This is an optimization exercise on Yosys and OpenROAD, whose aim is small area, a short achievable clock period and few clock cycles, not a production implementation.
The RTL was checked by simulation tests, not by an equivalence proof against the original design.
Power and IR drop assume default switching activity.

Setup of job 7186:
Design udp_tx_engine, start of the top module:
module udp_tx_engine (
    input  wire        clk,
    input  wire        rst,
    input  wire        cmd_valid,
    output wire        cmd_ready,
    input  wire        cmd_op,
    input  wire [15:0] cmd_sport,
    input  wire [15:0] cmd_dport,
    input  wire [31:0] cmd_dst_ip,
    input  wire [15:0] cmd_len,
    input  wire        in_valid,
    output wire        in_ready,
    input  wire [7:0]  in_data,
    output wire        out_valid,
    input  wire        out_ready,
    output wire [7:0]  out_data,
    output wire        out_last,
    output wire        res_valid,
    output wire [1:0]  res_code,
    output wire [15:0] res_cksum
);
clock: 6.0 ns
lec_check: 0
cap_margin: 20
core_margin: 2
core_utilization: 40
cts_buf_list: sky130_fd_sc_hd__clkbuf_4 sky130_fd_sc_hd__clkbuf_8
place_density: 0.6
setup_slack_margin: 3.75
slew_margin: 20
standard.sh (not shown) runs the stock make flow with config.mk's settings and CLKGATE_MAP_FILE= SYNTH_SCRIPT=/design/flow/synth_recipe.tcl, a recipe that flattens the netlist after the stock synthesis.
==> flow/flow/run.sh <==
#!/bin/bash
# Layout flow: the standard ORFS flow, with small plain buffers (rather than
# the delay cell buffer_ports picks by default) as the port buffers.
set -euo pipefail
bash standard.sh BUFFER_PORTS_ARGS="-buffer_cell sky130_fd_sc_hd__buf_1" finish > orfs_make.log 2>&1
Job 7186 ended with every stage complete and zero timing, DRC or antenna violations.
Testbench counts of job 7186, summed over its fixed seeds: cycles 200,144.
Edits applied to the flow inputs when going from job 7186 to job 7742:
Settings: SETUP_SLACK_MARGIN changed from 3.75 to 3.85.
Findings:
Job 7186: flow completed, timing, DRC and antenna clean
The final layout from job 7742, which completed every stage, passed the timing, design-rule and antenna checks at the end of the flow.
Cell area: job 7742 > job 7186
[compare] base=job 7186 new=job 7742: global-route usage went up by 0.77 points, worst hold-check slack went down by 0.0075 ns.
Diff job 7186 -> job 7742: sequential share of layout area went down by 1.5 points, overall power after layout went up by 8.4%.
When job 7742 is measured against job 7186, its routing usage on met3 turns out 1.8 points higher.
Changes observed in job 7742 relative to job 7186: reg2reg setup slack rose 0.06 ns, global routing usage on met2 went up by 0.38 points, total combinational power went up by about 9%, number of buffers created by CTS shows no meaningful change.
Summary: with job 7186 as the reference, net count of the finished layout in job 7742 moved up slightly.
## Diff of input files: job 8664 against job 7742
Settings: a change of SETUP_SLACK_MARGIN from 3.85 to 4.0; a deleted CTS_BUF_LIST that had been sky130_fd_sc_hd__clkbuf_4 sky130_fd_sc_hd__clkbuf_8.
==> flow/flow/run.sh <==
#!/bin/bash
# Layout flow: the standard ORFS flow, with plain buffers (rather than
# the delay cell buffer_ports picks by default) as the port buffers.
set -euo pipefail
bash standard.sh BUFFER_PORTS_ARGS="-buffer_cell sky130_fd_sc_hd__buf_2" finish > orfs_make.log 2>&1
## What came out
Share of power burned in the clock network was higher in the run labelled job 8664. Re maximum frequency: job 8664 is 4.6 MHz down on job 7742. Going from job 7742 to job 8664, final period demand of the worst path saw an increase; proportion of cell area spent on the clock network up 1.7 points. Met1 layer wirelength in the final routing (lower): job 7742. Of the two values seen for commonest non-fill, non-tap cell in the layout, buf_2 was produced by job 8664 and edfxtp_1 by job 7742. For global-route wire length before repair, job 8664 and job 7742 come out practically identical. Number of global-route vias before repair grows slightly when moving from job 7742 to job 8664. Compared with job 7742, job 8664 shows a lower setup slack. Changes observed in job 8664 relative to job 7742: overall power after layout rose by about 13%, non-filler instance count after layout fell by 6.
Here is what was changed in the inputs of job 2188 compared with job 8664.
Settings: an added TNS_END_PERCENT of 10; a change of SETUP_SLACK_MARGIN from 4.0 to 3.6; an added CTS_BUF_LIST of sky130_fd_sc_hd__clkbuf_4 sky130_fd_sc_hd__clkbuf_8.
==> flow/flow/run.sh <==
#!/bin/bash
# Layout flow: the standard ORFS flow, with small plain buffers (rather than
# the delay cell buffer_ports picks by default) as the port buffers.
set -euo pipefail
bash standard.sh BUFFER_PORTS_ARGS="-buffer_cell sky130_fd_sc_hd__buf_1" finish > orfs_make.log 2>&1
==> comparison <==
In summary, job 2188 completed successfully, with a layout that passed the timing, design-rule and antenna checks. Comparing job 2188 and job 8664, summed area of non-filler cells in the final layout is higher on job 8664. Routed wire length (job 8664 / job 2188): 1.08. Going from job 8664 to job 2188, the setup slack at placement was found to have gone down by 0.26 ns. When the final numbers for job 2188 and job 8664 were put side by side, the met2 layer usage reported by global route turned out to be greater in job 8664. Compared job 2188 vs job 8664, and register-to-register setup slack is down in job 2188.
Input changes introduced in job 8801 (baseline for comparison: job 2188):
Settings: removing TNS_END_PERCENT (formerly 10).
## What came out
- Job 2188 reached the end of the flow, and the finished layout is clean on the timing, design-rule and antenna checks.
- Job 8801 finished every stage and its layout cleared the timing, design-rule and antenna checks.
- Against job 2188 as the reference, job 8801 delivers a higher layout clock buffer count.
- Delta (job 8801 minus job 2188): multi-input logic portion of the cell area ~0 delta, combinational power share +0.5 points, area growth from synthesis to layout +0.63 points, worst hold path stage count ~0 delta.
- Endpoint of the worst setup timing path: od[3] -> job 2188, res_cksum[6] -> job 8801
Inputs modified between job 8801 and job 8790:
Settings: CORE_UTILIZATION now 55, was 40; PLACE_DENSITY now 0.75, was 0.6; SETUP_SLACK_MARGIN now 3.75, was 3.6.
Findings:
Job 8790 vs job 8801 — total power climbed by a few percent. Taking job 8801 as the reference, in job 8790 largest net degree at the start of global routing neither gained nor lost much; routed wire length increased about 4.6%. Job 8801 vs job 8790, startpoint-to-endpoint class of the critical path: reg -> out vs reg -> reg. Compared with job 8801, non-clock buffer count in the final layout in job 8790 increased by more than a quarter. Taking job 8801 as the reference point, the worst-case setup margin in the final layout of job 8790 rises by 0.053 ns.

## separate check: timing with driven ports
No port has a modelled driver above. Below, the same layouts with a new extraction and two added sets of constraints.
Step 1 sets driving cells, clkbuf_16 on the clock port and buf_2 on the other inputs (assumed; they add their load-dependent delay and slew).
Step 2 times the ports against the registers' clock, not the clock port: input delays grow and output delays shrink by t, the midpoint of the rising clock arrivals with the driver on.
a / b / c = ideal / step 1 / step 2; a / b = the first two.
run	t, ns	slack for setup (ns)	worst data-port slew with drivers (ns)	cell pins on the clock port's net
job 7186	0.489	3.647 / 3.647 / 3.329	0.05	1
job 7742	0.491	3.710 / 3.694 / 3.431	0.04	1
job 8664	0.462	3.685 / 3.685 / 3.474	0.04	1
job 2188	0.513	3.530 / 3.530 / 3.234	0.04	1
job 8801	0.496	3.646 / 3.607 / 3.316	0.04	1
job 8790	0.497	3.699 / 3.699 / 3.394	0.04	1
After both steps setup and hold are still met in every run listed. The setup slack of job 8801, which loses most, moves by -0.039 ns with the drivers and by -0.330 ns with both steps.
